This design comes from an exercise in tuning for small area, a short achievable clock period and few clock cycles on the open sky130 flow, not from production work.

==> inputs of run X <==
## ww_enc
module ww_enc #(
    parameter W = 34               
) (
    input  wire        clk,
    input  wire        rst,
    input  wire        in_valid,
    output wire        in_ready,
    input  wire [2:0]  in_op,
    input  wire        in_end,
    input  wire [31:0] in_data,
    output wire        out_valid,
    input  wire        out_ready,
    output wire [7:0]  out_data
);
==> flow/config.mk <==
export PLATFORM = sky130hd
export DESIGN_NAME = ww_enc
export DESIGN_NICKNAME = ww_enc
export VERILOG_FILES = /design/flow/design.v
export SDC_FILE = /design/flow/constraint.sdc
export NUM_CORES = 4
export LEC_CHECK = 0
export ABC_AREA = 1
export CAP_MARGIN = 20
export CORE_MARGIN = 2
export CORE_UTILIZATION = 60
export SETUP_SLACK_MARGIN = 3.0
export SLEW_MARGIN = 20
export SYNTH_HIERARCHICAL = 1
export SYNTH_MEMORY_MAX_BITS = 16384
==> flow/constraint.sdc <==
create_clock -name core_clock -period 6.0 [get_ports {clk}]
set_input_delay 1.2000 -clock core_clock [delete_from_list [all_inputs] [get_ports {clk}]]
set_output_delay 1.2000 -clock core_clock [all_outputs]
set_load 0.01 [all_outputs]
run.sh (not shown) runs the stock make flow with config.mk's settings and CLKGATE_MAP_FILE= SYNTH_SCRIPT=/design/flow/synth_recipe.tcl, a recipe that flattens the netlist after the stock synthesis.
==> run B: changes against run X <==
--- a/flow/design.v
+++ b/flow/design.v
@@ -400,17 +400,17 @@
             8'd253: begin len = 4'd8; code = 11'b11000110000; end
             8'd254: begin len = 4'd8; code = 11'b11000111000; end
             8'd255: begin len = 4'd8; code = 11'b11001000000; end
             default: begin len = 4'd0; code = 11'd0; end
         endcase
     end
 endmodule
 module ww_enc #(
-    parameter W = 34               
+    parameter W = 38               
 ) (
     input  wire        clk,
     input  wire        rst,
     input  wire        in_valid,
     output wire        in_ready,
     input  wire [2:0]  in_op,
     input  wire        in_end,
     input  wire [31:0] in_data,
@@ -422,24 +422,25 @@
                      OP_UTF8  = 3'd1,
                      OP_RAW   = 3'd2,
                      OP_SYM   = 3'd3,
                      OP_ALIGN = 3'd4;
     reg         r_v;
     reg  [2:0]  r_op;
     reg         r_end;
     reg  [31:0] r_d;
-    reg         r_hi;              
+    reg         r_hi, r_mid, r_lo;  
     reg  [6:0]  r_c;
     wire        r_part = r_c[5];   
     reg         in_value;          
     reg         x_v;
     reg  [21:0] x_chunk;           
     reg  [4:0]  x_len;             
     reg         x_wait;            
+    reg  [4:0]  x_lmax;            
     reg  [W-1:0] q;
     reg  [5:0]   n;
     reg  [5:0]   m;
     reg          ov;               
     reg  [5:0]   rn;               
     reg  [5:0]   rs;               
     wire first = !in_value;
     wire [3:0]  asc_len;
@@ -483,32 +484,35 @@
         t_code = 3'b000;
         if (first) begin
             if (is_asc)      begin t_len = 2'd1; t_code = 3'b000; end
             else if (is_utf) begin t_len = 2'd2; t_code = 3'b100; end
             else if (is_raw) begin t_len = 2'd3; t_code = 3'b110; end
         end
     end
     wire [13:0] t_chunk = {t_code, 11'd0} | ({b_code, 3'd0} >> t_len);
+    wire v_hi  = r_hi;
+    wire v_mid = r_mid;
+    wire v_lo  = r_lo;
     reg  [21:0] s_chunk;
     reg  [4:0]  s_len;
     always @(*) begin
         if (r_part) begin
             s_chunk = {r_d[15:0], 6'd0};            s_len = 5'd16;
-        end else if (r_c[6] && r_hi) begin
+        end else if (v_hi) begin
             s_chunk = {6'b111111, r_d[31:16]};      s_len = 5'd22;
-        end else if (r_c[6]) begin
+        end else if (v_mid) begin
             s_chunk = {6'b111110, r_d[15:0]};       s_len = 5'd22;
-        end else if (r_c[4]) begin
+        end else if (v_lo) begin
             s_chunk = {5'b11110, r_d[7:0], 9'd0};   s_len = 5'd13;
         end else begin
             s_chunk = {4'b1110, r_d[3:0], 14'd0};   s_len = 5'd8;
         end
     end
-    wire last = !(r_c[6] && r_hi);
+    wire last = !(r_c[6] && v_hi);
     wire [2:0]  n_x   = n[2:0] + (x_v ? x_len[2:0] : 3'd0);
     wire [2:0]  a_len = 3'd0 - n_x;
     wire [21:0] chunk = is_sym ? s_chunk : is_aln ? 22'd0 : {t_chunk, 8'd0};
     wire [4:0]  clen  = is_sym ? s_len : is_aln ? {2'd0, a_len}
                                        : {1'b0, b_len} + {3'd0, t_len};
     wire [5:0] rc = ov ? rs : rn;
     wire c_int22 = r_c[6];
     wire c_int16 = r_c[5];
@@ -526,72 +530,67 @@
                     (c_txt11 & rc[2]) | (c_int8 & rc[1]) | (c_aln & rc[0]);
     wire adv   = r_v && !x_wait && room;
     wire r_go  = adv && last;
     assign in_ready = !r_v || r_go;
     wire        in_value_nx = (r_go && !r_op[2] && r_op != OP_SYM) ? !r_end : in_value;
     wire        in_hi  = |in_data[31:16];
     wire        in_mid = |in_data[15:8];
     wire        in_lo  = |in_data[7:4];
-    wire [7:0]  in_b = in_data[7:0];
-    wire        in_letter = !in_b[7] && in_b[6] && (in_b[4:0] != 5'd0) && (in_b[4:0] <= 5'd26);
-    wire        in_digit  = (in_b[7:4] == 4'd3) && (in_b[3:0] <= 4'd9);
-    wire        in_c7 = !in_end && (in_op == OP_ASCII ? (in_letter || in_digit) :
-                                    in_op == OP_UTF8  ? in_letter : 1'b0);
-    wire        in_c8 = !in_end && (in_op == OP_RAW || (in_op == OP_UTF8 && in_digit))
-                        || in_end && in_op == OP_RAW;
     wire [6:0]  in_c = (in_op == OP_SYM) ? {in_hi | in_mid, 1'b0, !in_hi && !in_mid && in_lo,
                                             !in_hi && !in_mid && !in_lo, 3'b000} :
                        in_op[2]          ? 7'b0000100 :
-                       !in_value_nx      ? 7'b0000010 :
-                       in_c7             ? 7'b0000100 :
-                       in_c8             ? 7'b0001000 : 7'b0000001;
+                       in_value_nx       ? 7'b0000001 : 7'b0000010;
     wire pop = ov && out_ready;
     assign out_valid = ov;
     assign out_data  = q[W-1:W-8];
     wire         x_in  = x_v && !x_wait;    
     wire [21:0]  x_bits = x_in ? x_chunk : 22'd0;
     wire [W-1:0] q_ins = q | ({x_bits, {(W-22){1'b0}}} >> n);
     wire [5:0]   n_ins = n + (x_in ? {1'b0, x_len} : 6'd0);
     wire [5:0]   m_a   = n_ins + {1'b0, lmax};
-    wire [5:0]   m_b   = x_wait ? m : n_ins;
+    wire [5:0]   m_b   = n + (x_wait ? {1'b0, x_lmax} : x_v ? {1'b0, x_len} : 6'd0);
     wire [5:0]   m_adv = adv ? m_a : m_b;
     wire [5:0]   m_nx  = {m_adv[5:3] - {2'd0, pop}, m_adv[2:0]};
     wire [5:0]   n_nx  = {n_ins[5:3] - {2'd0, pop}, n_ins[2:0]};
     always @(posedge clk) begin
         if (in_ready) begin
             r_op  <= in_op;
             r_end <= in_end;
             r_d   <= in_data;
-            r_hi  <= in_hi;
+            r_hi  <= |in_data[31:16];
+            r_mid <= |in_data[15:8];
+            r_lo  <= |in_data[7:4];
         end
         if (in_ready)
             r_c <= in_c;
         else if (adv)
             r_c <= 7'b0100000;         
         if (rst) begin
             r_v      <= 1'b0;
             in_value <= 1'b0;
             x_v      <= 1'b0;
             ov       <= 1'b0;
             rn       <= 6'b111111;
             rs       <= 6'b111111;
             x_wait   <= 1'b0;
+            x_lmax   <= 5'd0;
             n        <= 6'd0;
             m        <= 6'd0;
             q        <= {W{1'b0}};
         end else begin
             if (in_ready)
                 r_v <= in_valid;
             if (r_go && !r_op[2] && r_op != OP_SYM)
                 in_value <= !r_end;
             if (!x_wait) begin
                 x_v     <= adv;
                 x_chunk <= chunk;
                 x_len   <= clen;
+                x_lmax  <= lmax;
                 x_wait  <= adv && !room_now && !out_ready;
             end else begin
                 x_wait  <= !pop;
             end
             m  <= m_nx;
             n  <= n_nx;
             ov <= (n_nx >= 6'd8);
             rn <= {m_nx <= W - 22, m_nx <= W - 16, m_nx <= W - 13,
==> flow/config.mk (replaced) <==
export PLATFORM = sky130hd
export DESIGN_NAME = ww_enc
export DESIGN_NICKNAME = ww_enc
export VERILOG_FILES = /design/flow/design.v
export SDC_FILE = /design/flow/constraint.sdc
export NUM_CORES = 4
export LEC_CHECK = 0
export ABC_CLOCK_PERIOD_IN_PS = 2500
export CAP_MARGIN = 20
export CORE_MARGIN = 2
export CORE_UTILIZATION = 40
export SETUP_SLACK_MARGIN = 3.5
export SLEW_MARGIN = 20
export SYNTH_HIERARCHICAL = 1
export SYNTH_MEMORY_MAX_BITS = 16384
==> run M: changes against run X <==
==> flow/config.mk (replaced) <==
export PLATFORM = sky130hd
export DESIGN_NAME = ww_enc
export DESIGN_NICKNAME = ww_enc
export VERILOG_FILES = /design/flow/design.v
export SDC_FILE = /design/flow/constraint.sdc
export NUM_CORES = 4
export LEC_CHECK = 0
export ABC_AREA = 1
export CAP_MARGIN = 20
export CORE_MARGIN = 2
export CORE_UTILIZATION = 60
export SETUP_SLACK_MARGIN = 2.0
export SLEW_MARGIN = 20
export SYNTH_HIERARCHICAL = 1
export SYNTH_MEMORY_MAX_BITS = 16384
==> flow_metrics.tcl <==
set metrics [dict create \
    grt_pass1_wl_um 46210 \
    synth_cell_types 62 \
    endpoint_kind "output pin" \
    status "finished clean" \
    timing.final.crit_share 0.6346 \
]
Source of the figures above: run M

==> flow_metrics.tcl <==
set metrics [dict create \
    synth_cell_types 95 \
    finalClockSkew_ns 0.01653 \
    endpoint_kind "output pin" \
    status "finished clean" \
    largest_reg_flops 38 \
    grt_pass1_wl_um 57020 \
    timing.final.crit_share 0.5571 \
]
Source of the figures above: run B

==> flow_metrics.tcl <==
set metrics [dict create \
    status "finished clean" \
    endpoint_kind "flip-flop" \
    grt_pass1_wl_um 48270 \
    synth_cell_types 62 \
]
Source of the figures above: run X

No functional check of the RTL was part of any run of this note.

==> re-timing with driven ports <==
How much do the figures lean on ideal ports? The routed layouts below were timed once more, with nothing changed but the port constraints.
Step 1 sets driving cells, clkbuf_16 on the clock port and buf_2 on the other inputs (assumed; they add their load-dependent delay and slew).
Step 2 also shifts input and output timing later by t, the mid clock arrival at the registers, as if the neighbouring blocks saw the same clock.
a / b / c = ideal ports / drivers / drivers and shift; a / b = the first two.
run | shift t [ns] | setup slack, ns | cell pins on the clock port's net
run X | 0.476 | 2.691 / 2.691 / 2.691 | 1
run B | 0.474 | 2.657 / 2.609 / 2.537 | 1
run M | 0.467 | 2.192 / 2.143 / 2.388 | 1
After both steps setup and hold are still met in every run listed. The setup slack of run B, which loses most, moves by -0.048 ns with the drivers and by -0.120 ns with both steps.
